This design comes from an exercise in tuning for small area, a short achievable clock period and few clock cycles per item on the open sky130 flow, not from production work.
Function was checked by simulation only, so behaviour that the tests miss may differ from the original.
Power and IR drop assume default switching activity.

## flow/flow/run.sh

```bash
#!/bin/bash
# Layout flow: the standard flow (standard.sh, unchanged synthesis), with
# small buffers on the ports and timing repair aimed at a setup slack of
# 14.6 ns on the design's 20 ns clock (the SDC is the design's, unchanged).
# make's full output goes to flow_make.log here; ORFS keeps each step's own
# log under orfs/logs/.
set -euo pipefail
bash standard.sh \
  "BUFFER_PORTS_ARGS=-buffer_cell sky130_fd_sc_hd__buf_2" \
  SETUP_SLACK_MARGIN=14.6 \
  finish > flow_make.log 2>&1
```

## flow/design.v

```verilog
module qip_qnt (
    input  wire        clk,
    input  wire        rst,           
    input  wire        in_valid,
    output reg         in_ready,
    input  wire [2:0]  in_op,
    input  wire [23:0] in_data,
    input  wire        in_mix,        
    input  wire [6:0]  in_draw,       
    output reg         out_valid,
    input  wire        out_ready,
    output reg  [7:0]  out_byte,
    output wire [11:0] out_slot,
    output wire        out_last       
);
    localparam [2:0] OP_START    = 3'd0;
    localparam [2:0] OP_TRKBEGIN = 3'd1;
    localparam [2:0] OP_TRKEND   = 3'd2;
    localparam [2:0] OP_PUSHP    = 3'd3;
    localparam [2:0] OP_PUSHG    = 3'd4;
    localparam [2:0] OP_PUSHS    = 3'd5;
    localparam [2:0] OP_PAD      = 3'd6;
    localparam [2:0] OP_PUSHB    = 3'd7;
    reg [4:0] rphase;    
    reg [2:0] sphase;    
    wire accept   = in_valid && in_ready;
    wire in_push  = in_op[2] | (in_op[1] & in_op[0]);
    reg [2:0] s1_op;     
    reg [7:0] s1_r, s1_g, s1_b;
    reg [6:0] s1_t;
    wire [6:0] t_ord = {rphase, 2'b00} + {2'b00, rphase} + {4'b0000, sphase};
    wire       in_g  = (in_op == OP_PUSHG);
    always @(posedge clk) begin
        s1_r <= in_g ? in_data[7:0] : in_data[23:16];
        s1_g <= in_g ? in_data[7:0] : in_data[15:8];
        s1_b <= in_data[7:0];
        s1_t <= in_mix ? in_draw : t_ord;
        if (rst) begin
            s1_op  <= OP_TRKBEGIN;
            rphase <= 5'd0;
            sphase <= 3'd0;
        end else begin
            s1_op <= accept ? in_op : OP_TRKBEGIN;
            if (accept) begin
                case (in_op)
                    OP_START: begin
                        rphase <= 5'd0;
                        sphase <= 3'd0;
                    end
                    OP_TRKBEGIN: sphase <= 3'd0;
                    OP_TRKEND:   rphase <= (rphase == 5'd16) ? 5'd0 : rphase + 5'd1;
                    OP_PUSHP, OP_PUSHG: sphase <= (sphase == 3'd4) ? 3'd0 : sphase + 3'd1;
                    default: ;
                endcase
            end
        end
    end
    wire       t_big = s1_t[6] & (s1_t[5] | (s1_t[4] & (s1_t[3] | s1_t[2])));    
    wire [6:0] tp = t_big ? 7'd83 : s1_t;
    wire [7:0] r = s1_r, g = s1_g, b = s1_b;
    wire [7:0] bn = ~b;
    wire [6:0] tn = ~tp;
    wire w1, w2; qha u1 (r[1], r[3], w1, w2);
    wire w3, w4; qfa u2 (r[0], r[2], r[4], w3, w4);
    wire w5, w6; qha u3 (r[5], g[2], w5, w6);
    wire w7, w8; qfa u4 (r[1], r[3], r[5], w7, w8);
    wire w9, w10; qfa u5 (r[6], g[0], g[3], w9, w10);
    wire w11, w12; qha u6 (g[5], g[6], w11, w12);
    wire w13, w14; qfa u7 (r[2], r[4], r[6], w13, w14);
    wire w15, w16; qfa u8 (r[7], g[1], g[4], w15, w16);
    wire w17, w18; qfa u9 (g[6], g[7], b[0], w17, w18);
    wire w19, w20; qha u10 (b[6], bn[3], w19, w20);
    wire w21, w22; qfa u11 (r[0], r[3], r[5], w21, w22);
    wire w23, w24; qfa u12 (r[7], g[2], g[5], w23, w24);
    wire w25, w26; qfa u13 (g[7], b[1], b[7], w25, w26);
    wire w27, w28; qha u14 (bn[4], tp[4], w27, w28);
    wire w29, w30; qfa u15 (r[1], r[4], r[6], w29, w30);
    wire w31, w32; qfa u16 (g[0], g[3], g[6], w31, w32);
    wire w33, w34; qha u17 (b[2], bn[5], w33, w34);
    wire w35, w36; qfa u18 (r[2], r[5], r[7], w35, w36);
    wire w37, w38; qfa u19 (g[1], g[4], g[7], w37, w38);
    wire w39, w40; qfa u20 (r[0], r[2], r[3], w39, w40);
    wire w41, w42; qfa u21 (w1, r[4], g[1], w41, w42);
    wire w43, w44; qfa u22 (g[3], g[4], b[3], w43, w44);
    wire w45, w46; qfa u23 (w2, w3, w5, w45, w46);
    wire w47, w48; qfa u24 (g[4], g[5], b[4], w47, w48);
    wire w49, w50; qha u25 (bn[1], tp[1], w49, w50);
    wire w51, w52; qfa u26 (w4, w6, w7, w51, w52);
    wire w53, w54; qfa u27 (w9, w11, b[5], w53, w54);
    wire w55, w56; qfa u28 (bn[2], tp[2], tp[3], w55, w56);
    wire w57, w58; qfa u29 (w8, w10, w12, w57, w58);
    wire w59, w60; qfa u30 (w13, w15, w17, w59, w60);
    wire w61, w62; qfa u31 (w19, tp[3], tp[4], w61, w62);
    wire w63, w64; qfa u32 (w14, w16, w18, w63, w64);
    wire w65, w66; qfa u33 (w20, w21, w23, w65, w66);
    wire w67, w68; qfa u34 (w25, w27, tp[5], w67, w68);
    wire w69, w70; qfa u35 (w22, w24, w26, w69, w70);
    wire w71, w72; qfa u36 (w28, w29, w31, w71, w72);
    wire w73, w74; qfa u37 (w33, tp[5], tp[6], w73, w74);
    wire w75, w76; qfa u38 (w30, w32, w34, w75, w76);
    wire w77, w78; qfa u39 (w35, w37, b[3], w77, w78);
    wire w79, w80; qfa u40 (bn[6], tn[0], tp[6], w79, w80);
    wire w81, w82; qfa u41 (w36, w38, r[3], w81, w82);
    wire w83, w84; qfa u42 (r[6], g[2], g[5], w83, w84);
    wire w85, w86; qfa u43 (b[4], bn[7], tn[1], w85, w86);
    wire w87, w88; qfa u44 (r[4], r[7], g[3], w87, w88);
    wire w89, w90; qha u45 (g[6], b[5], w89, w90);
    wire w91, w92; qha u46 (r[5], g[4], w91, w92);
    wire w93, w94; qha u47 (r[0], r[1], w93, w94);
    wire w95, w96; qfa u48 (r[1], r[2], g[1], w95, w96);
    wire w97, w98; qfa u49 (w39, g[0], g[2], w97, w98);
    wire w99, w100; qha u50 (g[3], b[2], w99, w100);
    wire w101, w102; qfa u51 (w40, w41, w43, w101, w102);
    wire w103, w104; qfa u52 (bn[0], tp[0], tp[1], w103, w104);
    wire w105, w106; qfa u53 (w42, w44, w45, w105, w106);
    wire w107, w108; qfa u54 (w47, w49, tp[2], w107, w108);
    wire w109, w110; qfa u55 (w46, w48, w50, w109, w110);
    wire w111, w112; qfa u56 (w51, w53, w55, w111, w112);
    wire w113, w114; qfa u57 (w52, w54, w56, w113, w114);
    wire w115, w116; qfa u58 (w57, w59, w61, w115, w116);
    wire w117, w118; qfa u59 (w58, w60, w62, w117, w118);
    wire w119, w120; qfa u60 (w63, w65, w67, w119, w120);
    wire w121, w122; qfa u61 (w64, w66, w68, w121, w122);
    wire w123, w124; qfa u62 (w69, w71, w73, w123, w124);
    wire w125, w126; qfa u63 (w70, w72, w74, w125, w126);
    wire w127, w128; qfa u64 (w75, w77, w79, w127, w128);
    wire w129, w130; qfa u65 (w76, w78, w80, w129, w130);
    wire w131, w132; qfa u66 (w81, w83, w85, w131, w132);
    wire w133, w134; qfa u67 (w82, w84, w86, w133, w134);
    wire w135, w136; qfa u68 (w87, w89, tn[2], w135, w136);
    wire w137, w138; qfa u69 (w88, w90, w91, w137, w138);
    wire w139, w140; qfa u70 (g[7], b[6], tn[3], w139, w140);
    wire w141, w142; qfa u71 (w92, r[6], g[5], w141, w142);
    wire w143, w144; qha u72 (b[7], tn[4], w143, w144);
    wire w145, w146; qha u73 (r[7], g[6], w145, w146);
    wire w147, w148; qha u74 (w93, g[0], w147, w148);
    wire w149, w150; qfa u75 (w94, w95, g[2], w149, w150);
    wire w151, w152; qfa u76 (w96, w97, w99, w151, w152);
    wire w153, w154; qfa u77 (w98, w100, w101, w153, w154);
    wire w155, w156; qfa u78 (w102, w104, w105, w155, w156);
    wire w157, w158; qfa u79 (w106, w108, w109, w157, w158);
    wire w159, w160; qfa u80 (w110, w112, w113, w159, w160);
    wire w161, w162; qfa u81 (w114, w116, w117, w161, w162);
    wire w163, w164; qfa u82 (w118, w120, w121, w163, w164);
    wire w165, w166; qfa u83 (w122, w124, w125, w165, w166);
    wire w167, w168; qfa u84 (w126, w128, w129, w167, w168);
    wire w169, w170; qfa u85 (w130, w132, w133, w169, w170);
    wire w171, w172; qfa u86 (w134, w136, w137, w171, w172);
    wire w173, w174; qfa u87 (w138, w140, w141, w173, w174);
    wire w175, w176; qfa u88 (w142, w144, w145, w175, w176);
    wire w177, w178; qha u89 (w146, g[7], w177, w178);
    wire w179, w180; qha u90 (w147, g[1], w179, w180);
    wire w181, w182; qfa u91 (w148, w149, b[1], w181, w182);
    wire w183, w184; qfa u92 (w150, w151, tp[0], w183, w184);
    wire w185, w186; qfa u93 (w152, w153, w103, w185, w186);
    wire w187, w188; qfa u94 (w154, w155, w107, w187, w188);
    wire w189, w190; qfa u95 (w156, w157, w111, w189, w190);
    wire w191, w192; qfa u96 (w158, w159, w115, w191, w192);
    wire w193, w194; qfa u97 (w160, w161, w119, w193, w194);
    wire w195, w196; qfa u98 (w162, w163, w123, w195, w196);
    wire w197, w198; qfa u99 (w164, w165, w127, w197, w198);
    wire w199, w200; qfa u100 (w166, w167, w131, w199, w200);
    wire w201, w202; qfa u101 (w168, w169, w135, w201, w202);
    wire w203, w204; qfa u102 (w170, w171, w139, w203, w204);
    wire w205, w206; qfa u103 (w172, w173, w143, w205, w206);
    wire w207, w208; qfa u104 (w174, w175, tn[5], w207, w208);
    wire w209, w210; qfa u105 (w176, w177, tn[6], w209, w210);
    wire [18:0] tA = {1'b0, w210, w208, w206, w204, w202, w200, w198, w196, w194, w192, w190, w188, w186, w184, w182, w180, w179, r[0]};
    wire [18:0] tB = {1'b0, w178, w209, w207, w205, w203, w201, w199, w197, w195, w193, w191, w189, w187, w185, w183, w181, b[0], g[0]};
    localparam [18:0] KOFF = 19'd135128;
    wire [18:0] fx = tA ^ tB;
    wire [18:0] fa_ = tA & tB;
    wire [18:0] fo = tA | tB;
    wire k0g1 = (fx[1]) & fa_[0];
    wire k0p1 = (fx[1]) | fa_[0];
    wire k0g2 = (fx[2]) & fa_[1];
    wire k0p2 = (fx[2]) | fa_[1];
    wire k0g3 = (~fx[3]) & fa_[2];
    wire k0p3 = (~fx[3]) | fa_[2];
    wire k0g4 = (fx[4]) & fo[3];
    wire k0p4 = (fx[4]) | fo[3];
    wire k0g5 = (~fx[5]) & fa_[4];
    wire k0p5 = (~fx[5]) | fa_[4];
    wire k0g6 = (fx[6]) & fo[5];
    wire k0p6 = (fx[6]) | fo[5];
    wire k0g7 = (fx[7]) & fa_[6];
    wire k0p7 = (fx[7]) | fa_[6];
    wire k0g8 = (fx[8]) & fa_[7];
    wire k0p8 = (fx[8]) | fa_[7];
    wire k0g9 = (fx[9]) & fa_[8];
    wire k0p9 = (fx[9]) | fa_[8];
    wire k0g10 = (fx[10]) & fa_[9];
    wire k0p10 = (fx[10]) | fa_[9];
    wire k0g11 = (fx[11]) & fa_[10];
    wire k0p11 = (fx[11]) | fa_[10];
    wire k0g12 = (~fx[12]) & fa_[11];
    wire k0p12 = (~fx[12]) | fa_[11];
    wire k0g13 = (~fx[13]) & fo[12];
    wire k0p13 = (~fx[13]) | fo[12];
    wire k0g14 = (~fx[14]) & fo[13];
    wire k0p14 = (~fx[14]) | fo[13];
    wire k0g15 = (~fx[15]) & fo[14];
    wire k0p15 = (~fx[15]) | fo[14];
    wire k0g16 = (~fx[16]) & fo[15];
    wire k0p16 = (~fx[16]) | fo[15];
    wire k0g17 = (fx[17]) & fo[16];
    wire k0p17 = (fx[17]) | fo[16];
    wire k0g18 = (~fx[18]) & fa_[17];
    wire k0p18 = (~fx[18]) | fa_[17];
    wire k0G0_0 = k0g1 | (k0p1 & 1'b0);
    wire k0P0_0 = k0p1 & (fx[0]);
    wire k0G0_2 = k0g3 | (k0p3 & k0g2);
    wire k0P0_2 = k0p3 & k0p2;
    wire k0G0_4 = k0g5 | (k0p5 & k0g4);
    wire k0P0_4 = k0p5 & k0p4;
    wire k0G0_6 = k0g7 | (k0p7 & k0g6);
    wire k0P0_6 = k0p7 & k0p6;
    wire k0G0_8 = k0g9 | (k0p9 & k0g8);
    wire k0P0_8 = k0p9 & k0p8;
    wire k0G0_10 = k0g11 | (k0p11 & k0g10);
    wire k0P0_10 = k0p11 & k0p10;
    wire k0G0_12 = k0g13 | (k0p13 & k0g12);
    wire k0P0_12 = k0p13 & k0p12;
    wire k0G0_14 = k0g15 | (k0p15 & k0g14);
    wire k0P0_14 = k0p15 & k0p14;
    wire k0G0_16 = k0g17 | (k0p17 & k0g16);
    wire k0P0_16 = k0p17 & k0p16;
    wire k0G1_0 = k0G0_2 | (k0P0_2 & k0G0_0);
    wire k0P1_0 = k0P0_2 & k0P0_0;
    wire k0G1_2 = k0G0_6 | (k0P0_6 & k0G0_4);
    wire k0P1_2 = k0P0_6 & k0P0_4;
    wire k0G1_4 = k0G0_10 | (k0P0_10 & k0G0_8);
    wire k0P1_4 = k0P0_10 & k0P0_8;
    wire k0G1_6 = k0G0_14 | (k0P0_14 & k0G0_12);
    wire k0P1_6 = k0P0_14 & k0P0_12;
    wire k0G1_8 = k0g18 | (k0p18 & k0G0_16);
    wire k0P1_8 = k0p18 & k0P0_16;
    wire k0G2_0 = k0G1_2 | (k0P1_2 & k0G1_0);
    wire k0P2_0 = k0P1_2 & k0P1_0;
    wire k0G2_2 = k0G1_6 | (k0P1_6 & k0G1_4);
    wire k0P2_2 = k0P1_6 & k0P1_4;
    wire k0G3_0 = k0G2_2 | (k0P2_2 & k0G2_0);
    wire k0P3_0 = k0P2_2 & k0P2_0;
    wire k0G4_0 = k0G1_8 | (k0P1_8 & k0G3_0);
    wire k0P4_0 = k0P1_8 & k0P3_0;
    wire cmp0 = fo[18] | k0G4_0;
    wire k1g1 = (fx[1]) & fa_[0];
    wire k1p1 = (fx[1]) | fa_[0];
    wire k1g2 = (fx[2]) & fa_[1];
    wire k1p2 = (fx[2]) | fa_[1];
    wire k1g3 = (fx[3]) & fa_[2];
    wire k1p3 = (fx[3]) | fa_[2];
    wire k1g4 = (fx[4]) & fa_[3];
    wire k1p4 = (fx[4]) | fa_[3];
    wire k1g5 = (~fx[5]) & fa_[4];
    wire k1p5 = (~fx[5]) | fa_[4];
    wire k1g6 = (fx[6]) & fo[5];
    wire k1p6 = (fx[6]) | fo[5];
    wire k1g7 = (fx[7]) & fa_[6];
    wire k1p7 = (fx[7]) | fa_[6];
    wire k1g8 = (fx[8]) & fa_[7];
    wire k1p8 = (fx[8]) | fa_[7];
    wire k1g9 = (fx[9]) & fa_[8];
    wire k1p9 = (fx[9]) | fa_[8];
    wire k1g10 = (~fx[10]) & fa_[9];
    wire k1p10 = (~fx[10]) | fa_[9];
    wire k1g11 = (fx[11]) & fo[10];
    wire k1p11 = (fx[11]) | fo[10];
    wire k1g12 = (fx[12]) & fa_[11];
    wire k1p12 = (fx[12]) | fa_[11];
    wire k1g13 = (~fx[13]) & fa_[12];
    wire k1p13 = (~fx[13]) | fa_[12];
    wire k1g14 = (fx[14]) & fo[13];
    wire k1p14 = (fx[14]) | fo[13];
    wire k1g15 = (~fx[15]) & fa_[14];
    wire k1p15 = (~fx[15]) | fa_[14];
    wire k1g16 = (fx[16]) & fo[15];
    wire k1p16 = (fx[16]) | fo[15];
    wire k1g17 = (fx[17]) & fa_[16];
    wire k1p17 = (fx[17]) | fa_[16];
    wire k1g18 = (~fx[18]) & fa_[17];
    wire k1p18 = (~fx[18]) | fa_[17];
    wire k1G0_0 = k1g1 | (k1p1 & 1'b0);
    wire k1P0_0 = k1p1 & (fx[0]);
    wire k1G0_2 = k1g3 | (k1p3 & k1g2);
    wire k1P0_2 = k1p3 & k1p2;
    wire k1G0_4 = k1g5 | (k1p5 & k1g4);
    wire k1P0_4 = k1p5 & k1p4;
    wire k1G0_6 = k1g7 | (k1p7 & k1g6);
    wire k1P0_6 = k1p7 & k1p6;
    wire k1G0_8 = k1g9 | (k1p9 & k1g8);
    wire k1P0_8 = k1p9 & k1p8;
    wire k1G0_10 = k1g11 | (k1p11 & k1g10);
    wire k1P0_10 = k1p11 & k1p10;
    wire k1G0_12 = k1g13 | (k1p13 & k1g12);
    wire k1P0_12 = k1p13 & k1p12;
    wire k1G0_14 = k1g15 | (k1p15 & k1g14);
    wire k1P0_14 = k1p15 & k1p14;
    wire k1G0_16 = k1g17 | (k1p17 & k1g16);
    wire k1P0_16 = k1p17 & k1p16;
    wire k1G1_0 = k1G0_2 | (k1P0_2 & k1G0_0);
    wire k1P1_0 = k1P0_2 & k1P0_0;
    wire k1G1_2 = k1G0_6 | (k1P0_6 & k1G0_4);
    wire k1P1_2 = k1P0_6 & k1P0_4;
    wire k1G1_4 = k1G0_10 | (k1P0_10 & k1G0_8);
    wire k1P1_4 = k1P0_10 & k1P0_8;
    wire k1G1_6 = k1G0_14 | (k1P0_14 & k1G0_12);
    wire k1P1_6 = k1P0_14 & k1P0_12;
    wire k1G1_8 = k1g18 | (k1p18 & k1G0_16);
    wire k1P1_8 = k1p18 & k1P0_16;
    wire k1G2_0 = k1G1_2 | (k1P1_2 & k1G1_0);
    wire k1P2_0 = k1P1_2 & k1P1_0;
    wire k1G2_2 = k1G1_6 | (k1P1_6 & k1G1_4);
    wire k1P2_2 = k1P1_6 & k1P1_4;
    wire k1G3_0 = k1G2_2 | (k1P2_2 & k1G2_0);
    wire k1P3_0 = k1P2_2 & k1P2_0;
    wire k1G4_0 = k1G1_8 | (k1P1_8 & k1G3_0);
    wire k1P4_0 = k1P1_8 & k1P3_0;
    wire cmp1 = fo[18] | k1G4_0;
    wire k2g1 = (fx[1]) & fa_[0];
    wire k2p1 = (fx[1]) | fa_[0];
    wire k2g2 = (fx[2]) & fa_[1];
    wire k2p2 = (fx[2]) | fa_[1];
    wire k2g3 = (~fx[3]) & fa_[2];
    wire k2p3 = (~fx[3]) | fa_[2];
    wire k2g4 = (~fx[4]) & fo[3];
    wire k2p4 = (~fx[4]) | fo[3];
    wire k2g5 = (fx[5]) & fo[4];
    wire k2p5 = (fx[5]) | fo[4];
    wire k2g6 = (fx[6]) & fa_[5];
    wire k2p6 = (fx[6]) | fa_[5];
    wire k2g7 = (fx[7]) & fa_[6];
    wire k2p7 = (fx[7]) | fa_[6];
    wire k2g8 = (fx[8]) & fa_[7];
    wire k2p8 = (fx[8]) | fa_[7];
    wire k2g9 = (fx[9]) & fa_[8];
    wire k2p9 = (fx[9]) | fa_[8];
    wire k2g10 = (fx[10]) & fa_[9];
    wire k2p10 = (fx[10]) | fa_[9];
    wire k2g11 = (~fx[11]) & fa_[10];
    wire k2p11 = (~fx[11]) | fa_[10];
    wire k2g12 = (~fx[12]) & fo[11];
    wire k2p12 = (~fx[12]) | fo[11];
    wire k2g13 = (fx[13]) & fo[12];
    wire k2p13 = (fx[13]) | fo[12];
    wire k2g14 = (~fx[14]) & fa_[13];
    wire k2p14 = (~fx[14]) | fa_[13];
    wire k2g15 = (fx[15]) & fo[14];
    wire k2p15 = (fx[15]) | fo[14];
    wire k2g16 = (~fx[16]) & fa_[15];
    wire k2p16 = (~fx[16]) | fa_[15];
    wire k2g17 = (~fx[17]) & fo[16];
    wire k2p17 = (~fx[17]) | fo[16];
    wire k2g18 = (fx[18]) & fo[17];
    wire k2p18 = (fx[18]) | fo[17];
    wire k2G0_0 = k2g1 | (k2p1 & 1'b0);
    wire k2P0_0 = k2p1 & (fx[0]);
    wire k2G0_2 = k2g3 | (k2p3 & k2g2);
    wire k2P0_2 = k2p3 & k2p2;
    wire k2G0_4 = k2g5 | (k2p5 & k2g4);
    wire k2P0_4 = k2p5 & k2p4;
    wire k2G0_6 = k2g7 | (k2p7 & k2g6);
    wire k2P0_6 = k2p7 & k2p6;
    wire k2G0_8 = k2g9 | (k2p9 & k2g8);
    wire k2P0_8 = k2p9 & k2p8;
    wire k2G0_10 = k2g11 | (k2p11 & k2g10);
    wire k2P0_10 = k2p11 & k2p10;
    wire k2G0_12 = k2g13 | (k2p13 & k2g12);
    wire k2P0_12 = k2p13 & k2p12;
    wire k2G0_14 = k2g15 | (k2p15 & k2g14);
    wire k2P0_14 = k2p15 & k2p14;
    wire k2G0_16 = k2g17 | (k2p17 & k2g16);
    wire k2P0_16 = k2p17 & k2p16;
    wire k2G1_0 = k2G0_2 | (k2P0_2 & k2G0_0);
    wire k2P1_0 = k2P0_2 & k2P0_0;
    wire k2G1_2 = k2G0_6 | (k2P0_6 & k2G0_4);
    wire k2P1_2 = k2P0_6 & k2P0_4;
    wire k2G1_4 = k2G0_10 | (k2P0_10 & k2G0_8);
    wire k2P1_4 = k2P0_10 & k2P0_8;
    wire k2G1_6 = k2G0_14 | (k2P0_14 & k2G0_12);
    wire k2P1_6 = k2P0_14 & k2P0_12;
    wire k2G1_8 = k2g18 | (k2p18 & k2G0_16);
    wire k2P1_8 = k2p18 & k2P0_16;
    wire k2G2_0 = k2G1_2 | (k2P1_2 & k2G1_0);
    wire k2P2_0 = k2P1_2 & k2P1_0;
    wire k2G2_2 = k2G1_6 | (k2P1_6 & k2G1_4);
    wire k2P2_2 = k2P1_6 & k2P1_4;
    wire k2G3_0 = k2G2_2 | (k2P2_2 & k2G2_0);
    wire k2P3_0 = k2P2_2 & k2P2_0;
    wire k2G4_0 = k2G1_8 | (k2P1_8 & k2G3_0);
    wire k2P4_0 = k2P1_8 & k2P3_0;
    wire cmp2 = fa_[18] | k2G4_0;
    wire q1 = cmp1;
    wire q0 = (cmp0 & ~cmp1) | cmp2;
    wire [1:0] sym_s  = s1_b[1:0] | {2{|s1_b[7:2]}};
    wire       is_pg  = (s1_op == OP_PUSHP) || (s1_op == OP_PUSHG);
    wire       is_b   = (s1_op == OP_PUSHB);
    wire [1:0] base   = is_b ? s1_b[1:0] : (s1_op == OP_PUSHS) ? sym_s : 2'd0;
    wire [7:0] res_hi = is_b ? s1_b : 8'hA0;
    wire [1:0] qq     = {q1, q0};
    wire [7:0] res_byte = {res_hi[7:2], ({2{is_pg}} & qq) | base};
    wire       res_push  = s1_op[2] | (s1_op[1] & s1_op[0]);
    wire       res_start = (s1_op == OP_START);
    reg       st_pend;           
    reg       v1, v2;
    reg [7:0] q1_byte, q2_byte;
    reg       q1_st, q2_st;
    reg [4:0] kc;                
    assign out_last = kc[4] & kc[2] & kc[1] & kc[0];    
    wire pop = out_valid && out_ready;
    reg  [8:0] sh;               
    assign out_slot = {sh, kc[2] ^ kc[0], kc[1], kc[0]};
    localparam [31:0] E0 = 32'h002d6735, E1 = 32'h00252525, E2 = 32'h005a1042,
                      E3 = 32'h00808888, E4 = 32'h00888888;
    wire [4:0] e = {E4[kc], E3[kc], E2[kc], E1[kc], E0[kc]};
    wire [4:0] lc;
    wire [3:0] ls;
    assign lc[0] = 1'b0;
    genvar gi;
    generate
        for (gi = 0; gi < 4; gi = gi + 1) begin : g_lo
            assign ls[gi]   = sh[gi] ^ e[gi] ^ lc[gi];
            assign lc[gi+1] = (sh[gi] & e[gi]) | (lc[gi] & (sh[gi] ^ e[gi]));
        end
    endgenerate
    wire       c4 = lc[4];
    wire [5:0] ht;
    wire [4:0] hs;
    assign ht[0] = e[4] ^ c4;
    generate
        for (gi = 0; gi < 5; gi = gi + 1) begin : g_hi
            assign hs[gi]   = sh[gi+4] ^ ht[gi];
            assign ht[gi+1] = (sh[gi+4] ^ e[4]) & ht[gi];
        end
    endgenerate
    wire       pwrap = !e[4] && c4 && sh[8] && sh[6];           
    wire       nwrap = e[4] && !c4 && !(|sh[8:4]);              
    wire [4:0] nh_hi = nwrap ? 5'b10100 : pwrap ? 5'b00000 : hs;
    wire [8:0] nsh   = {nh_hi, ls};
    wire       kc23  = kc[4] & kc[2] & kc[1] & kc[0];
    wire [4:0] nkc   = kc23 ? 5'd0 : {kc[4] ^ (&kc[3:0]), kc[3] ^ (&kc[2:0]), kc[2] ^ (&kc[1:0]),
                                       kc[1] ^ kc[0], ~kc[0]};
    wire       ld_skid = v1;
    wire [7:0] ld_byte = {ld_skid ? q1_byte[7:2] : res_hi[7:2],
                          ({2{!ld_skid && is_pg}} & qq) | (ld_skid ? q1_byte[1:0] : base)};
    wire       ld_st   = ld_skid ? q1_st : st_pend;
    wire head_free = !out_valid || pop;
    wire       q1_take = pop ? !v2 : !v1;
    wire [7:0] q1_keep = pop ? q2_byte : q1_byte;
    wire ld_head   = head_free && (v1 || res_push);
    wire v1_n = pop ? (v2 || (v1 && res_push)) : (v1 || (out_valid && res_push));
    wire v2_n = pop ? (v2 && res_push) : (v2 || (v1 && res_push));
    always @(posedge clk) begin
        if (ld_head) begin
            out_byte <= ld_byte;
            sh       <= ld_st ? 9'd3 : nsh;
            kc       <= ld_st ? 5'd0 : nkc;
        end
        q1_byte <= {q1_take ? res_hi[7:2] : q1_keep[7:2],
                    ({2{q1_take && is_pg}} & qq) | (q1_take ? base : q1_keep[1:0])};
        q1_st   <= q1_take ? st_pend : (pop ? q2_st : q1_st);
        if (!(v2 && !pop)) begin
            q2_byte <= res_byte;
            q2_st   <= st_pend;
        end
        if (rst) begin
            out_valid <= 1'b0;
            v1        <= 1'b0;
            v2        <= 1'b0;
            st_pend   <= 1'b1;
            in_ready  <= 1'b1;
        end else begin
            out_valid <= (out_valid && !pop) || v1 || res_push;
            v1        <= v1_n;
            v2        <= v2_n;
            if (res_start)
                st_pend <= 1'b1;
            else if (res_push)
                st_pend <= 1'b0;
            in_ready  <= !v2_n && !(v1_n && accept && in_push);
        end
    end
endmodule
module qfa (input wire a, input wire b, input wire c, output wire s, output wire co);
    assign s  = a ^ b ^ c;
    assign co = (a & b) | (a & c) | (b & c);
endmodule
module qha (input wire a, input wire b, output wire s, output wire co);
    assign s  = a ^ b;
    assign co = a & b;
endmodule
```

## flow/config.mk

```make
export PLATFORM = sky130hd
export DESIGN_NAME = qip_qnt
export DESIGN_NICKNAME = qip_qnt
export VERILOG_FILES = /design/flow/design.v
export SDC_FILE = /design/flow/constraint.sdc
export NUM_CORES = 4
export LEC_CHECK = 0
export CAP_MARGIN = 20
export CORE_MARGIN = 2
export CORE_UTILIZATION = 50
export CTS_BUF_LIST = sky130_fd_sc_hd__clkbuf_8
export SLEW_MARGIN = 20
export SYNTH_HIERARCHICAL = 1
export SYNTH_MINIMUM_KEEP_SIZE = 0
```

## flow/constraint.sdc

```tcl
create_clock -name core_clock -period 20.0 [get_ports {clk}]
set_input_delay 4.0000 -clock core_clock [delete_from_list [all_inputs] [get_ports {clk}]]
set_output_delay 4.0000 -clock core_clock [all_outputs]
set_load 0.01 [all_outputs]
```

## flow/standard.sh

```bash
#!/bin/bash
# synth_recipe.tcl (not shown) runs the flow's synth.tcl, then flattens the netlist and writes it again
# the make line also repeats each setting of config.mk as NAME=value (left out here)
make -C /OpenROAD-flow-scripts/flow DESIGN_CONFIG=/design/flow/config.mk WORK_HOME=/design/flow/orfs CLKGATE_MAP_FILE= SYNTH_SCRIPT=/design/flow/synth_recipe.tcl "${@:-finish}"
```

==> results of run 1 <==
==> kinds of logic (layout without fill, tap and decap cells) <==
group,count (synthesis),in the layout,share of synthesized area
fa+ha+maj,169,169,0.384
mux,12,12,0.0176
compound gates,119,119,0.105
buf+inv,93,166,0.0488
flops,87,87,0.291
xor+xnor,13,13,0.0156
simple gates,221,221,0.138
==> cell type report <==
type                       instances  area, sq um
sequential                        87         2180
timing repair buffer              74          403
clock buffer                      10          138
multi-input combinational        534         4940
fill                            1284         6190
inverter                          76          285
tap                              184          230
clock inverter                     6         58.8
==> modules after synthesis (local to each module, per instance) <==
module,flip-flops and latches,area [sq um],cells inside,copies in the design
qip_qnt,87,5320,609,1
qha,0,12.5,1,16
qfa,0,20.0,1,89
==> how the worst max path moves through the flow <==
stage	startpoint	to	slack, ns	cells past startpoint
4_1_cts	s1_r[6]	out_byte[0]	14.60	14
3_5_place_dp	out_ready	q1_st	14.37	5
5_1_grt	kc[1]	out_last	14.61	3
3_3_place_gp	out_ready	q1_st	14.43	5
6_report	kc[1]	out_last	14.72	3
2_1_floorplan	out_ready	q1_st	14.67	5
==> per-layer routing <==
layer  track usage  part of all wire  vias up
met5             0                 0        -
met4        0.0595             0.016        0
met3        0.0357             0.041       15
met2         0.364              0.48      131
met1         0.301              0.46     2636
li1              -                 -     2563
==> power groups by stage <==
stage               sequential (mW)  combinational, mW  clock (mW)
global route                  0.217               1.34       0.134
global placement              0.218              0.964           0
floorplan                     0.214              0.771           0
detailed placement            0.219              0.984           0
finish                        0.214               1.20       0.124
CTS                           0.215               1.00       0.128
==> worst register-to-register path, stage by stage, from the launching register on <==
cell and delay, ns:
dfxtp_4 0.39, fa_1 0.55, fa_1 0.48, fa_1 0.55
fa_1 0.44, fa_1 0.55, inv_1 0.05, ha_1 0.38
a2111oi_4 0.31, nor4_2 0.09, and4_1 0.20, or4_1 0.40
o221a_1 0.32, o21ai_2 0.18, a21oi_1 0.09
==> sequential cells by signal, summed over array words and instances, names as in the netlist <==
| register | flops |
|---|---|
| s1_op | 3 |
| kc | 5 |
| q1_st | 1 |
| q2_byte | 8 |
| rphase | 5 |
| sphase | 3 |
| v1 | 1 |
| q1_byte | 8 |
| out_byte | 8 |
| s1_b | 8 |
| sh | 9 |
| s1_t | 7 |
| s1_g | 8 |
| in_ready | 1 |
| st_pend | 1 |
| q2_st | 1 |
| v2 | 1 |
| s1_r | 8 |
| out_valid | 1 |
==> cell usage in the layout (no fill, tap or decap), drive strengths merged, types with 13 or more instances in the layout <==
| master | Yosys | routed |
|---|---|---|
| edfxtp | 38 | 38 |
| o21ai | 30 | 30 |
| dfxtp | 49 | 49 |
| a21oi | 31 | 31 |
| nand2b | 13 | 13 |
| nand2 | 93 | 93 |
| nor2 | 48 | 48 |
| inv | 76 | 79 |
| ha | 69 | 69 |
| fa | 94 | 94 |
| buf | 3 | 74 |
==> repair_timing <==
item	CTS	global route
setup buffers	4	8
resized for setup	19	34
endpoints found under the setup margin	4	7
pin swaps	0	6
==> qor.yml, run 1 <==
synthesis:
  yosysTopAreaCellShare: 0.258
  yosysTopAreaCell: "fa_1"
  synth_area_sq_um: 7300
  synth-seq-area-share: 0.291
  synth_edf_count: 38
  yosys_warnings: 7
  synth_common_cells: "fa_1 (94), nand2_1 (93), inv_1 (76), ha_1 (69), dfxtp_1 (49)"
  syn_avg_cell_area_sq_um: 10.2
  syn-num-nets: 916
  synth_cells: 714
  synthFlopType: "dfxtp_1"
  yosys.cell_count.top_type: "fa_1"
  ys_seq_elements: 87
  synth.distinct_cells: 60
  synth_area_leaders: "fa_1 (26%), edfxtp_1 (16%), dfxtp_1 (13%)"
  synth_async_sr_flop_share: 0
cts:
  cts_root_buf: "clkbuf_8"
  htreeDepth: 3
  cts.sinks: 87
  cts_tree: "built"
  path_clk_slew_ns: 0.09
  cts.path.max_buffers: 2
  clock_latency_ns: 0.37
  hold_buffers: 0
  cts_buffers: 9
sta:
  max_freq_mhz: 189
  finalHoldViolCount: 0
  timing.hold.ws_ns: 0.483
  setup_viol: 0
  rsz0062_at_grt: "false"
  worst_slew_pin_slew_ns: 0.750
  worst_slack_ns: 14.72
  period_needed_ns: 5.28
  fin_skew_ns: 0.00962
  relSlewSlack: 0.499
  slew_violations: 0
  tns_ns: 0
  timing.final.crit_share: 0.264
pwr:
  switchingPower_uw: 723
  p_sw_frac: 0.471
  clock_power_share: 0.081
  p_leak_nw: 3.68
  peakVddDrop_mv: 0.165
  cellPowerDensity_nw_per_um2: 186
  intPower_uw: 811
  p_total_mw: 1.53
  p_seq_frac: 0.140
  combinationalPowerShare: 0.779
global_routing:
  grt_pass1_vias: 5473
  grt.overflow.total: 0
  antenna_found_initial: 0
  grt.total_usage: 0.219
  grt_pass1_wl_um: 26900
  grt_max_degree: 23
critical_path:
  r2r-end: "out_byte[0]"
  rr_worst_depth: 14
  reg2reg_from: "s1_r[2]"
  path_max_fanout: 7
  slowest_stage: "edfxtp_1"
  crit_type: "reg2out"
  r2r_slack_ns: 14.77
  critPathMaxStageDelay_ns: 0.48
  path_buf_inv: 2
  end_kind: "primary output"
  required_ns: 16.00
  critPathTopFamily: "flip-flops"
  critPathArrivalTime_ns: 1.28
  crit_chain: "nand4_1, inv_1, buf_2"
  start_kind: "flop"
layout:
  antenna_cells: 0
  nets: 984
  final_core_util: 0.571
  drive_gt1_frac: 0.170
  synthToLayoutAreaGrowth_pct: 12.8
  fin_area_sq_um: 8240
  layout.cells.non_filler: 971
floorplan:
  num_rows: 44
  fp.dieH_um: 125
  coreArea_sq_um: 14400
  start_util: 0.506
  die_w_um: 125
  ios: 62
  die_area_sq_um: 15600
drt:
  drc: 0
  wl_um: 16400
  wire_per_inst_um: 16.9
  drtPass1Iterations: 5
  vias: 5345
  drt_iter0_drc: 274
  viasPerCell: 5.50
  ant_nets: 0
job:
  drv_cap: 0
min_path:
  hold_end: "q1_byte[1]"
  hp-start: "q2_byte[1]"
  min_path_cells: 2
  hold_path_class: "reg2reg"
placed_design:
  pre_cts_ws_ns: 14.37
  place_area_sq_um: 7780
  dp.cells: 943
  place_hpwl_um: 13500
  place_congestion: 0.952
  port_buffers: 61
run_status:
  outcome: "complete, no violations"
Testbench counts, summed over its fixed seeds: cycles 32,016, items 31,428.
==> inputs of run 2 (changes only) <==
--- a/flow/design.v
+++ b/flow/design.v
@@ -12,5 +12,5 @@
     output reg  [7:0]  out_byte,
     output wire [11:0] out_slot,
-    output wire        out_last       
+    output reg         out_last       
 );
     localparam [2:0] OP_START    = 3'd0;
@@ -407,8 +407,8 @@
     reg       q1_st, q2_st;
     reg [4:0] kc;                
-    assign out_last = kc[4] & kc[2] & kc[1] & kc[0];    
     wire pop = out_valid && out_ready;
     reg  [8:0] sh;               
-    assign out_slot = {sh, kc[2] ^ kc[0], kc[1], kc[0]};
+    reg  [2:0] sl;               
+    assign out_slot = {sh, sl};
     localparam [31:0] E0 = 32'h002d6735, E1 = 32'h00252525, E2 = 32'h005a1042,
                       E3 = 32'h00808888, E4 = 32'h00888888;
@@ -456,4 +456,6 @@
             sh       <= ld_st ? 9'd3 : nsh;
             kc       <= ld_st ? 5'd0 : nkc;
+            out_last <= !ld_st && (kc == 5'd22);
+            sl       <= ld_st ? 3'd0 : {nkc[2] ^ nkc[0], nkc[1], nkc[0]};
         end
         q1_byte <= {q1_take ? res_hi[7:2] : q1_keep[7:2],
==> flow/flow/run.sh (replaced) <==
#!/bin/bash
# Layout flow: the standard flow (standard.sh, unchanged synthesis), with
# the smallest buffers on the ports and timing repair aimed at a setup slack of
# 14.9 ns on the design's 20 ns clock (the SDC is the design's, unchanged).
# make's full output goes to flow_make.log here; ORFS keeps each step's own
# log under orfs/logs/.
set -euo pipefail
bash standard.sh \
  "BUFFER_PORTS_ARGS=-buffer_cell sky130_fd_sc_hd__buf_1" \
  SETUP_SLACK_MARGIN=14.9 \
  finish > flow_make.log 2>&1
--- a/flow/config.mk
+++ b/flow/config.mk
@@ -6,7 +6,8 @@
 export NUM_CORES = 4
 export LEC_CHECK = 0
+export ABC_AREA = 1
 export CAP_MARGIN = 20
 export CORE_MARGIN = 2
-export CORE_UTILIZATION = 50
+export CORE_UTILIZATION = 60
 export CTS_BUF_LIST = sky130_fd_sc_hd__clkbuf_8
 export SLEW_MARGIN = 20
==> run 2 against run 1 <==
Net effect: area after synthesis rose by 1.9%; power decreased by 4.4%; final cell count is 10% higher; clock skew increased by 0.0035 ns; global-route usage is 4.1 points higher; via count up 5.9%; die area down 15%; worst hold slack improved by 0.014 ns; sequential power is 3% higher; worst setup slack gained 0.27 ns; critical endpoint is now out_slot[1]; highest routed layer unchanged.
==> qor.yml, run 2 <==
run_status:
  outcome: "complete, no violations"  # unchanged
floorplan:
  coreArea_sq_um: 12100  # was 14400 sq um
  num_rows: 40  # was 44
  ios: 62  # unchanged
  start_util: 0.617  # was 0.506
  fp.dieH_um: 115  # was 125 um
  die_w_um: 115  # was 125 um
  die_area_sq_um: 13300  # was 15600 sq um
synthesis:
  synth_async_sr_flop_share: 0  # unchanged
  synthFlopType: "dfxtp_1"  # unchanged
  synth_edf_count: 40  # was 38
  syn-num-nets: 1029  # was 916
  synth_cells: 828  # was 714
  ys_seq_elements: 89  # was 87
  yosysTopAreaCell: "fa_1"  # unchanged
  synth-seq-area-share: 0.293  # was 0.291
  yosysTopAreaCellShare: 0.253  # was 0.258
  synth_common_cells: "nand2_1 (208), inv_1 (121), fa_1 (94), nor2_1 (78), ha_1 (68)"  # was fa_1 (94), nand2_1 (93), inv_1 (76), ha_1 (69), dfxtp_1 (49)
  synth_area_sq_um: 7440  # was 7300 sq um
  yosys_warnings: 7  # unchanged
  yosys.cell_count.top_type: "nand2_1"  # was fa_1
  syn_avg_cell_area_sq_um: 8.99  # was 10.2 sq um
  synth.distinct_cells: 48  # was 60
  synth_area_leaders: "fa_1 (25%), edfxtp_1 (16%), dfxtp_1 (13%)"  # was fa_1 (26%), edfxtp_1 (16%), dfxtp_1 (13%)
layout:
  multiInputGateArea_sq_um: 4750  # was 4940 sq um
  layout.cells.non_filler: 1069  # was 971
  mostFrequentLayoutCells: "nand2_1 (206), inv_1 (120), fa_1 (93)"  # was nand2_1 (93), fa_1 (90), inv_1 (77)
  layout_commonest_cell: "nand2_1"  # unchanged
  top_register: "sh"  # unchanged
  largest_reg_flops: 9  # unchanged
  antenna_cells: 0  # unchanged
  synthToLayoutAreaGrowth_pct: 9.35  # was 12.8%
  nets: 1097  # was 984
  n_fill_cell: 996  # was 1284
  drive_gt1_frac: 0.0788  # was 0.170
  seq_area_sq_um: 2190  # was 2180 sq um
critical_path:
  crit_chain: "buf_1"  # was nand4_1, inv_1, buf_2
  path_max_fanout: 6  # was 7
  rr_worst_depth: 18  # was 14
  critPathTopFamily: "flip-flops"  # unchanged
  reg2reg_from: "s1_g[3]"  # was s1_r[2]
  crit_type: "reg2out"  # unchanged
  start_kind: "flop"  # unchanged
  slowest_stage: "edfxtp_1"  # unchanged
  critPathMaxStageDelay_ns: 0.48  # about the same
  end_kind: "primary output"  # unchanged
  r2r_slack_ns: 15.21  # was 14.77 ns
  path_buf_inv: 1  # was 2
  critPathArrivalTime_ns: 1.01  # was 1.28 ns
  required_ns: 16.00  # about the same
  r2r-end: "out_byte[1]"  # was out_byte[0]
global_routing:
  antenna_found_initial: 0  # unchanged
  grtUsageMet1: 0.354  # was 0.301
  grt_max_degree: 25  # was 23
  grt.overflow.total: 0  # unchanged
  grt.total_usage: 0.260  # was 0.219
  grtUsageMet2: 0.434  # was 0.364
  grt_pass1_vias: 5632  # was 5473
  use_met3: 0.0543  # was 0.0357
  grt.busiest_layer: "met2"  # unchanged
  grt_pass1_wl_um: 26800  # was 26900 um
sta:
  slew_violations: 0  # unchanged
  finalHoldViolCount: 0  # unchanged
  setup_viol: 0  # unchanged
  period_needed_ns: 5.01  # was 5.28 ns
  rsz0062_at_grt: "false"  # unchanged
  worst_slew_pin_slew_ns: 0.526  # was 0.750 ns
  tns_ns: 0  # unchanged
  relSlewSlack: 0.646  # was 0.499
  max_freq_mhz: 200  # was 189 MHz
  timing.final.crit_share: 0.250  # was 0.264
  fin_skew_ns: 0.0131  # was 0.00962 ns
cts:
  hold_buffers: 0  # unchanged
  cts.path.max_buffers: 2  # unchanged
  cts_root_buf: "clkbuf_8"  # unchanged
  htreeDepth: 3  # unchanged
  cts_tree: "built"  # unchanged
  path_clk_slew_ns: 0.09  # about the same
  cts_buffers: 9  # unchanged
  cts.sinks: 89  # was 87
  clock_latency_ns: 0.37  # about the same
job:
  drv_cap: 0  # unchanged
placed_design:
  place_hpwl_um: 13400  # was 13500 um
  port_buffers: 61  # unchanged
  place_congestion: 0.901  # was 0.952
  dp.cells: 1050  # was 943
drt:
  drt_iter0_drc: 405  # was 274
  wl_um: 15900  # was 16400 um
  drc: 0  # unchanged
  viasPerCell: 5.30  # was 5.50
  vias: 5662  # was 5345
  drtPass1Iterations: 5  # unchanged
  ant_nets: 0  # unchanged
  wire_per_inst_um: 14.9  # was 16.9 um
pwr:
  p_seq_frac: 0.151  # was 0.140
  clock_power_share: 0.094  # was 0.081
  p_sw_frac: 0.523  # was 0.471
  switchingPower_uw: 767  # was 723 uW
  p_leak_nw: 3.86  # was 3.68 nW
  combinationalPowerShare: 0.755  # was 0.779
  intPower_uw: 700  # was 811 uW
  peakVddDrop_mv: 0.286  # was 0.165 mV
  cellPowerDensity_nw_per_um2: 180  # was 186 nW/um^2
min_path:
  hp-start: "st_pend"  # was q2_byte[1]
  hold_path_class: "reg2reg"  # unchanged
  hold_end: "q2_st"  # was q1_byte[1]
  min_path_cells: 0  # was 2
run 2: changes by cell type after synthesis, moves of 12 or more:
cell / previous run / this run
nor2_1: 48 / 78
nand2b_1: 13 / 0
inv_2: 0 / 12
o21ai_1: 16 / 4
nand2_1: 93 / 208
inv_1: 76 / 121
run 2: cell families (layout without fill, tap and decap cells):
group | Yosys count | count (layout) | share of synthesized area
compound gates | 95 | 95 | 0.0765
xor+xnor | 4 | 4 | 0.00471
fa+ha+maj | 162 | 162 | 0.367
buf+inv | 142 | 215 | 0.0730
flops | 89 | 89 | 0.293
simple gates | 336 | 336 | 0.185
run 2: how the worst max path moves through the flow:
stage                    from           to  slack, ns  cells past startpoint
finish                  kc[1]  out_slot[1]      14.99                      1
detailed placement   in_op[0]    sphase[1]      14.52                      6
floorplan           out_ready   q1_byte[2]      14.96                      7
CTS                     kc[0]  out_slot[0]      14.91                      1
global route          s1_t[2]  out_byte[0]      14.91                     23
global placement     in_op[0]    sphase[1]      14.63                      6
run 2: stage by stage:
step / area (sq um) / power, mW / util / hold slack [ns] / setup WS, ns
4_1_cts: 8070 / 1.45 / 0.669 / 0.485 / 14.91
3_3_place_gp: 7850 / 1.25 / 0.651 / 0.469 / 14.63
3_5_place_dp: 7850 / 1.30 / 0.651 / 0.462 / 14.52
5_1_grt: 8140 / 1.66 / 0.675 / 0.495 / 14.91
2_1_floorplan: 7440 / 1.04 / - / 0.425 / 14.96
6_report: 8140 / 1.47 / 0.675 / 0.497 / 14.99
run 2: layer usage:
layer  part of all wire  up-vias
li1                   -     2753
met1               0.45     2728
met2               0.48      168
met3              0.058       13
met4              0.011        0
met5                  0        -
run 2: cell type report:
class / instances / area share
well taps: 168 / 0.0258
repair buffers: 64 / 0.0309
inverters: 135 / 0.0624
clock buffers: 9 / 0.0152
multi-input cells: 597 / 0.584
clock inverters: 7 / 0.0121
flip-flops and latches: 89 / 0.270
run 2: modules after synthesis, one instance, submodules excluded:
| module | cell area (sq um) | flip-flops and latches | cells inside | times used |
|---|---|---|---|---|
| qfa | 20.0 | 0 | 1 | 89 |
| qha | 12.5 | 0 | 1 | 16 |
| qip_qnt | 5460 | 89 | 723 | 1 |
run 2: power groups by stage:
stage                     sequential [mW]  combinational, mW  clock, mW
after floorplan                     0.222              0.823          0
after global placement              0.225               1.03          0
after detailed placement            0.225               1.07          0
after CTS                           0.221               1.08      0.141
after global routing                0.224               1.29      0.147
final                               0.221               1.11      0.138
run 2: repair_timing:
action                                 in CTS  in global routing
endpoints found under the hold margin       0                  0
gates resized for setup                     0                 19
buffers inserted                            0                  3
setup endpoints to repair                   0                 10
Testbench counts of run 2, summed over its fixed seeds: cycles 32,016, items 31,428.
==> inputs of run 3 (changes only) <==
--- a/flow/design.v
+++ b/flow/design.v
@@ -406,12 +406,12 @@
     reg [7:0] q1_byte, q2_byte;
     reg       q1_st, q2_st;
-    reg [4:0] kc;                
+    reg [4:0] yc;                
     wire pop = out_valid && out_ready;
     reg  [8:0] sh;               
-    reg  [2:0] sl;               
-    assign out_slot = {sh, sl};
-    localparam [31:0] E0 = 32'h002d6735, E1 = 32'h00252525, E2 = 32'h005a1042,
-                      E3 = 32'h00808888, E4 = 32'h00888888;
-    wire [4:0] e = {E4[kc], E3[kc], E2[kc], E1[kc], E0[kc]};
+    assign out_slot = {sh, yc[2:0]};
+    wire       y_m3  = yc[1] & yc[0];
+    wire       y_23  = y_m3 & yc[4] & yc[2];
+    wire [4:0] e     = y_m3 ? (y_23 ? 5'b10101 : 5'b11000) :
+                       !yc[2] ? 5'd3 : yc[4] ? 5'd1 : 5'd4;
     wire [4:0] lc;
     wire [3:0] ls;
@@ -438,7 +438,6 @@
     wire [4:0] nh_hi = nwrap ? 5'b10100 : pwrap ? 5'b00000 : hs;
     wire [8:0] nsh   = {nh_hi, ls};
-    wire       kc23  = kc[4] & kc[2] & kc[1] & kc[0];
-    wire [4:0] nkc   = kc23 ? 5'd0 : {kc[4] ^ (&kc[3:0]), kc[3] ^ (&kc[2:0]), kc[2] ^ (&kc[1:0]),
-                                       kc[1] ^ kc[0], ~kc[0]};
+    wire [4:0] y5    = yc + 5'd5;
+    wire [4:0] nyc   = (yc[4] & (yc[2] | (yc[1] & yc[0]))) ? y5 - 5'd24 : y5;    
     wire       ld_skid = v1;
     wire [7:0] ld_byte = {ld_skid ? q1_byte[7:2] : res_hi[7:2],
@@ -455,7 +454,6 @@
             out_byte <= ld_byte;
             sh       <= ld_st ? 9'd3 : nsh;
-            kc       <= ld_st ? 5'd0 : nkc;
-            out_last <= !ld_st && (kc == 5'd22);
-            sl       <= ld_st ? 3'd0 : {nkc[2] ^ nkc[0], nkc[1], nkc[0]};
+            yc       <= ld_st ? 5'd0 : nyc;
+            out_last <= !ld_st && (yc == 5'd14);            
         end
         q1_byte <= {q1_take ? res_hi[7:2] : q1_keep[7:2],
==> run 3 against run 2 <==
Net effect: still clean on timing, DRC and antenna; core utilization is 1.3 points lower; sequential share of layout area is 0.61 points higher; register-to-register slack worse by 0.03 ns; critical path type unchanged; critical endpoint is now out_slot[9].
==> qor.yml, run 3 <==
run_status:
  outcome: "complete, no violations"  # unchanged
synthesis:
  synth_area_leaders: "fa_1 (26%), edfxtp_1 (16%), dfxtp_1 (14%)"  # was fa_1 (25%), edfxtp_1 (16%), dfxtp_1 (13%)
  synth-seq-area-share: 0.298  # was 0.293
  synth_edf_count: 39  # was 40
  ys_seq_elements: 88  # was 89
  synth.distinct_cells: 36  # was 48
  yosysTopAreaCellShare: 0.260  # was 0.253
  synthFlopType: "dfxtp_1"  # unchanged
  synth_async_sr_flop_share: 0  # unchanged
  yosysTopAreaCell: "fa_1"  # unchanged
  yosys.cell_count.top_type: "nand2_1"  # unchanged
  synth_area_sq_um: 7230  # was 7440 sq um
  syn_avg_cell_area_sq_um: 9.06  # was 8.99 sq um
  yosys_warnings: 7  # unchanged
  syn-num-nets: 994  # was 1029
  synth_cells: 798  # was 828
  synth_common_cells: "nand2_1 (199), inv_1 (125), fa_1 (94), nor2_1 (81), ha_1 (63)"  # was nand2_1 (208), inv_1 (121), fa_1 (94), nor2_1 (78), ha_1 (68)
cts:
  path_clk_slew_ns: 0.10  # was 0.09 ns
  cts_buffers: 9  # unchanged
  cts.sinks: 88  # was 89
  clock_latency_ns: 0.37  # about the same
  cts_tree: "built"  # unchanged
  htreeDepth: 3  # unchanged
  cts.path.max_buffers: 2  # unchanged
  cts_root_buf: "clkbuf_8"  # unchanged
  hold_buffers: 0  # unchanged
drt:
  drt_iter0_drc: 343  # was 405
  wire_per_inst_um: 15.1  # was 14.9 um
  drc: 0  # unchanged
  ant_nets: 0  # unchanged
  drtPass1Iterations: 5  # unchanged
  wl_um: 15300  # was 15900 um
  vias: 5352  # was 5662
  viasPerCell: 5.27  # was 5.30
sta:
  timing.final.crit_share: 0.251  # was 0.250
  worst_slew_pin_slew_ns: 0.562  # was 0.526 ns
  period_needed_ns: 5.03  # was 5.01 ns
  setup_viol: 0  # unchanged
  tns_ns: 0  # unchanged
  fin_skew_ns: 0.0109  # was 0.0131 ns
  worst_slack_ns: 14.97  # was 14.99 ns
  timing.hold.ws_ns: 0.511  # was 0.497 ns
  rsz0062_at_grt: "false"  # unchanged
  relSlewSlack: 0.622  # was 0.646
  finalHoldViolCount: 0  # unchanged
  max_freq_mhz: 199  # was 200 MHz
  slew_violations: 0  # unchanged
critical_path:
  crit_start: "sh[6]"  # was kc[1]
  path_depth: 1  # unchanged
  start_kind: "flop"  # unchanged
  path_buf_inv: 1  # unchanged
  r2r-end: "out_byte[0]"  # was out_byte[1]
  crit_chain: "buf_1"  # unchanged
  required_ns: 16.00  # about the same
  r2r_slack_ns: 15.18  # was 15.21 ns
  end_kind: "primary output"  # unchanged
  critPathMaxStageDelay_ns: 0.49  # was 0.48 ns
  critPathArrivalTime_ns: 1.03  # was 1.01 ns
  slowest_stage: "edfxtp_1"  # unchanged
  critPathTopFamily: "flip-flops"  # unchanged
  rr_worst_depth: 18  # unchanged
  crit_type: "reg2out"  # unchanged
  reg2reg_from: "s1_g[4]"  # was s1_g[3]
  crit_end: "out_slot[9]"  # was out_slot[1]
  path_max_fanout: 7  # was 6
global_routing:
  grt.busiest_layer: "met2"  # unchanged
  grt_pass1_vias: 5534  # was 5632
  use_met3: 0.0521  # was 0.0543
  grtUsageMet1: 0.363  # was 0.354
  grt.total_usage: 0.260  # about the same
  grt_pass1_wl_um: 26100  # was 26800 um
  grt.overflow.total: 0  # unchanged
  antenna_found_initial: 0  # unchanged
  grt_max_degree: 24  # was 25
  grtUsageMet2: 0.434  # about the same
layout:
  antenna_cells: 0  # unchanged
  drive_gt1_frac: 0.0598  # was 0.0788
  n_fill_cell: 1020  # was 996
  multiInputGateArea_sq_um: 4580  # was 4750 sq um
  layout.cells.non_filler: 1016  # was 1069
  layout_commonest_cell: "nand2_1"  # unchanged
  seq_area_sq_um: 2160  # was 2190 sq um
  largest_reg_flops: 9  # unchanged
  synthToLayoutAreaGrowth_pct: 8.64  # was 9.35%
  mostFrequentLayoutCells: "nand2_1 (198), inv_1 (123), fa_1 (94)"  # was nand2_1 (206), inv_1 (120), fa_1 (93)
  final_core_util: 0.662  # was 0.675
  fin_area_sq_um: 7850  # was 8140 sq um
  top_register: "sh"  # unchanged
  nets: 1060  # was 1097
job:
  drv_cap: 0  # unchanged
placed_design:
  place_area_sq_um: 7610  # was 7850 sq um
  place_congestion: 0.893  # was 0.901
  pre_cts_ws_ns: 14.51  # was 14.52 ns
  dp.cells: 999  # was 1050
  port_buffers: 61  # unchanged
  place_hpwl_um: 12800  # was 13400 um
floorplan:
  die_w_um: 114  # was 115 um
  die_area_sq_um: 12900  # was 13300 sq um
  num_rows: 40  # unchanged
  ios: 62  # unchanged
  fp.dieH_um: 114  # was 115 um
  start_util: 0.609  # was 0.617
  coreArea_sq_um: 11900  # was 12100 sq um
min_path:
  hold_path_class: "reg2reg"  # unchanged
pwr:
  cellPowerDensity_nw_per_um2: 180  # about the same
  peakVddDrop_mv: 0.319  # was 0.286 mV
  p_total_mw: 1.41  # was 1.47 mW
  p_leak_nw: 3.75  # was 3.86 nW
## run 3: cell types whose count changed after synthesis, sizes merged, moves of 3 or more
cell and delta:
nand2 -13, ha -5, a21oi -3, nor3 +4, inv -6, nand3 -7
xor2 +3
## run 3: repair_timing
item	CTS	global route
endpoints found under the setup margin	0	9
resized for setup	0	16
setup buffers	0	1
## run 3: cells by family (layout without fill, tap and decap cells)
kind of cell	after synthesis	in the layout	share of synthesized area
buffers and inverters	136	207	0.0730
AND/OR/NAND/NOR	321	321	0.179
adder cells (fa/ha/maj)	157	157	0.369
flip-flops	88	88	0.298
AO/OA/AOI/OAI	89	89	0.0720
XOR/XNOR	7	7	0.00848
## run 3: Yosys stat by module, one instance, submodules excluded
module	flip-flops and latches	area [sq um]
qip_qnt	88	5250
qfa	0	20.0
qha	0	12.5
## run 3: how the worst min path moves through the flow
stage,startpoint,end,slack [ns],cells after the start
after global placement,st_pend,q2_st,0.44,0
after global routing,st_pend,q2_st,0.53,0
after CTS,st_pend,q2_st,0.50,0
after floorplan,st_pend,q2_st,0.42,0
final,st_pend,q2_st,0.51,0
after detailed placement,st_pend,q2_st,0.46,0
## run 3: where the power goes
part           total [mW]  leakage (nW)  switching, mW  internal, mW
combinational        1.07          2.86          0.658         0.414
sequential          0.219         0.792         0.0158         0.203
clock               0.121         0.102         0.0715        0.0493
total                1.41          3.75          0.745         0.666
## run 3: final cells by class
| type | count | area share |
|---|---|---|
| clock buffer | 9 | 0.0158 |
| clock inverter | 7 | 0.00940 |
| inverter | 128 | 0.0615 |
| multi-input combinational | 574 | 0.583 |
| sequential | 88 | 0.276 |
| tap | 147 | 0.0234 |
| timing repair buffer | 63 | 0.0311 |
## run 3: metal layers
layer  wire, um  up-vias
met5          0        -
met1       7050     2543
met2       7180      153
met3        864       17
li1           -     2639
met4        199        0
Testbench counts of run 3, summed over its fixed seeds: cycles 32,016, items 31,428.
==> inputs of run 4 (changes only) <==
==> flow/run.sh (new file) <==
#!/bin/bash
# synth_recipe.tcl (not shown) runs the flow's synth.tcl, then flattens the netlist and writes it again
# the make line also repeats each setting of config.mk as NAME=value (left out here)
make -C /OpenROAD-flow-scripts/flow DESIGN_CONFIG=/design/flow/config.mk WORK_HOME=/design/flow/orfs CLKGATE_MAP_FILE= SYNTH_SCRIPT=/design/flow/synth_recipe.tcl finish
--- a/flow/config.mk
+++ b/flow/config.mk
@@ -11,4 +11,5 @@
 export CORE_UTILIZATION = 60
 export CTS_BUF_LIST = sky130_fd_sc_hd__clkbuf_8
+export SETUP_SLACK_MARGIN = 5
 export SLEW_MARGIN = 20
 export SYNTH_HIERARCHICAL = 1
removed: flow/flow/run.sh
removed: flow/standard.sh
==> run 4 against run 3 <==
Net effect: final cell count about the same; flip-flop and latch count did not move; core utilization is 2.9 points higher; via count grew 0.69%; global-route usage rose by 0.47 points; worst setup slack worse by 0.47 ns; largest power group unchanged; highest routed layer unchanged; design area increased by 4.4%; clock power rose by 9.9%; sequential share of layout area fell by 1.3 points; synthesized cell count unchanged; die area unchanged.
==> qor.yml, run 4 <==
run_status:
  outcome: "complete, no violations"  # unchanged
sta:
  timing.final.crit_share: 0.275  # was 0.251
  tns_ns: 0  # unchanged
  worst_slack_ns: 14.50  # was 14.97 ns
  finalHoldViolCount: 0  # unchanged
  slew_violations: 0  # unchanged
  worst_slew_pin_slew_ns: 0.883  # was 0.562 ns
  max_freq_mhz: 182  # was 199 MHz
  period_needed_ns: 5.50  # was 5.03 ns
  relSlewSlack: 0.411  # was 0.622
  fin_skew_ns: 0.00907  # was 0.0109 ns
  timing.hold.ws_ns: 0.481  # was 0.511 ns
  rsz0062_at_grt: "false"  # unchanged
  setup_viol: 0  # unchanged
pwr:
  cellPowerDensity_nw_per_um2: 171  # was 180 nW/um^2
  peakVddDrop_mv: 0.329  # was 0.319 mV
  p_total_mw: 1.40  # was 1.41 mW
  p_leak_nw: 3.92  # was 3.75 nW
layout:
  fin_area_sq_um: 8200  # was 7850 sq um
  layout_commonest_cell: "nand2_1"  # unchanged
  nets: 1059  # was 1060
  n_fill_cell: 941  # was 1020
  multiInputGateArea_sq_um: 4550  # was 4580 sq um
  layout.cells.non_filler: 1015  # was 1016
  seq_area_sq_um: 2150  # was 2160 sq um
  drive_gt1_frac: 0.0369  # was 0.0598
  synthToLayoutAreaGrowth_pct: 13.4  # was 8.64%
  mostFrequentLayoutCells: "nand2_1 (199), inv_1 (125), fa_1 (94)"  # was nand2_1 (198), inv_1 (123), fa_1 (94)
  final_core_util: 0.691  # was 0.662
  top_register: "sh"  # unchanged
  largest_reg_flops: 9  # unchanged
  antenna_cells: 0  # unchanged
synthesis:
  ys_seq_elements: 88  # unchanged
  yosysTopAreaCellShare: 0.260  # unchanged
  synth_edf_count: 39  # unchanged
  syn_avg_cell_area_sq_um: 9.06  # unchanged
  synth_area_leaders: "fa_1 (26%), edfxtp_1 (16%), dfxtp_1 (14%)"  # unchanged
  syn-num-nets: 994  # unchanged
  yosys_warnings: 7  # unchanged
  synthFlopType: "dfxtp_1"  # unchanged
  synth-seq-area-share: 0.298  # unchanged
  yosys.cell_count.top_type: "nand2_1"  # unchanged
  yosysTopAreaCell: "fa_1"  # unchanged
  synth_common_cells: "nand2_1 (199), inv_1 (125), fa_1 (94), nor2_1 (81), ha_1 (63)"  # unchanged
  synth.distinct_cells: 36  # unchanged
  synth_async_sr_flop_share: 0  # unchanged
  synth_area_sq_um: 7230  # unchanged
  synth_cells: 798  # unchanged
placed_design:
  place_hpwl_um: 13200  # was 12800 um
  place_area_sq_um: 7990  # was 7610 sq um
  pre_cts_ws_ns: 14.14  # was 14.51 ns
  dp.cells: 999  # unchanged
  port_buffers: 61  # unchanged
  place_congestion: 0.978  # was 0.893
cts:
  cts_setup_buffers: 0  # unchanged
  cts_buffers: 9  # unchanged
  htreeDepth: 3  # unchanged
  cts.path.max_buffers: 2  # unchanged
  cts_tree: "built"  # unchanged
  hold_buffers: 0  # unchanged
  cts_root_buf: "clkbuf_8"  # unchanged
  clock_latency_ns: 0.37  # about the same
  cts.sinks: 88  # unchanged
  cts-resized-gates: 0  # unchanged
  path_clk_slew_ns: 0.09  # was 0.10 ns
global_routing:
  grt_pass1_vias: 5531  # was 5534
  antenna_found_initial: 0  # unchanged
  grt.overflow.total: 0  # unchanged
  grt.total_usage: 0.264  # was 0.260
  grt_pass1_wl_um: 26500  # was 26100 um
  grt_max_degree: 24  # unchanged
critical_path:
  critPathArrivalTime_ns: 5.62  # was 1.03 ns
  reg2reg_from: "s1_t[6]"  # was s1_g[4]
  r2r_slack_ns: 14.95  # was 15.18 ns
  required_ns: 20.13  # was 16.00 ns
  start_kind: "input pin"  # was flop
  critPathMaxStageDelay_ns: 0.46  # was 0.49 ns
  crit_type: "in2reg"  # was reg2out
  crit_chain: "clkdlybuf4s50_1, nand2_1, nor2_1, inv_1, nand2_1, inv_1, a22o_1"  # was buf_1
  rr_worst_depth: 23  # was 18
  path_max_fanout: 8  # was 7
  end_kind: "flop"  # was primary output
  slowest_stage: "clkdlybuf4s50_1"  # was edfxtp_1
  r2r-end: "out_byte[0]"  # unchanged
min_path:
  hold_path_class: "reg2reg"  # unchanged
  hp-start: "st_pend"  # unchanged
  min_path_cells: 0  # unchanged
  hold_end: "q2_st"  # unchanged
drt:
  wire_per_inst_um: 15.4  # was 15.1 um
  drt_iter0_drc: 314  # was 343
  viasPerCell: 5.31  # was 5.27
  wl_um: 15700  # was 15300 um
  vias: 5389  # was 5352
  drc: 0  # unchanged
  drtPass1Iterations: 7  # was 5
  ant_nets: 0  # unchanged
floorplan:
  start_util: 0.609  # unchanged
  ios: 62  # unchanged
  coreArea_sq_um: 11900  # unchanged
  fp.dieH_um: 114  # unchanged
  die_area_sq_um: 12900  # unchanged
  die_w_um: 114  # unchanged
  num_rows: 40  # unchanged
job:
  drv_cap: 0  # unchanged
## run 4: logic make-up (layout without fill, tap and decap cells)
kind of cell    Yosys count  in the layout  synth area share
simple gates            321            321             0.179
fa+ha+maj               157            157             0.369
buf+inv                 136            206            0.0730
compound gates           89             89            0.0720
flops                    88             88             0.298
xor+xnor                  7              7           0.00848
## run 4: Yosys stat by module (local to each module, per instance)
module | cells inside | times used
qip_qnt | 693 | 1
qfa | 1 | 89
qha | 1 | 16
## run 4: worst max-delay path by stage
stage | endpoint | from | cells past startpoint | slack (ns)
final | q1_byte[4] | out_ready | 7 | 14.50
after detailed placement | out_last | out_ready | 5 | 14.14
after CTS | q1_byte[4] | out_ready | 7 | 14.53
after global routing | q1_byte[6] | out_ready | 7 | 14.37
after floorplan | q1_byte[2] | out_ready | 6 | 14.85
after global placement | out_last | out_ready | 5 | 14.19
## run 4: report_power, final
| group | switching, mW | total (mW) | internal (mW) |
|---|---|---|---|
| Clock | 0.0718 | 0.133 | 0.0608 |
| Combinational | 0.645 | 1.05 | 0.405 |
| Sequential | 0.0158 | 0.219 | 0.203 |
| Total | 0.733 | 1.40 | 0.669 |
## run 4: area by class of cell
class,count,share of cell area
Timing Repair Buffer,62,0.0754
Clock buffer,9,0.0151
Multi-Input combinational cell,574,0.555
Inverter,128,0.0589
Sequential cell,88,0.263
Tap cell,147,0.0224
Clock inverter,7,0.0105
## run 4: critical path, delay by kind of cell
family / cells / cell delay [ns]
AND/OR/NAND/NOR: 3 / 0.73
buffers and inverters: 3 / 0.69
AO/OA/AOI/OAI: 1 / 0.20
## run 4: per-layer routing
layer / part of all wire / vias to the layer above / wire, um / track usage
li1: - / 2640 / - / -
met1: 0.45 / 2584 / 7000 / 0.365
met2: 0.48 / 143 / 7520 / 0.439
met3: 0.056 / 22 / 885 / 0.0531
met4: 0.017 / 0 / 264 / 0.0585
met5: 0 / - / 0 / 0

[static timing again, ports no longer ideal]
No port has a modelled driver above. Below, the same layouts with a new extraction and two added sets of constraints. Step 1 assumes that a clkbuf_16 drives the clock port and a buf_2 every other input. Step 2 adds t to the input delays and takes it off the output delays; t is the mean of the earliest and latest rising clock arrival at the registers after step 1. Input paths then give back, and output paths get back, about the clock's delay inside the block. Three values: ideal ports, drivers, drivers and shift; two values: the first two.
| run | t, ns | setup slack, ns | hold slack, ns |
|---|---|---|---|
| run 1 | 0.404 | 14.722 / 14.685 / 14.396 | 0.483 / 0.483 / 0.483 |
| run 2 | 0.395 | 14.990 / 14.954 / 14.698 | 0.497 / 0.497 / 0.497 |
| run 3 | 0.398 | 14.974 / 14.937 / 14.637 | 0.511 / 0.511 / 0.511 |
| run 4 | 0.397 | 14.504 / 14.501 / 14.104 | 0.481 / 0.481 / 0.481 |
After both steps setup and hold are still met in every run listed. For run 4, which loses most, drivers alone change the setup slack by -0.003 ns; drivers and shift together by -0.400 ns.
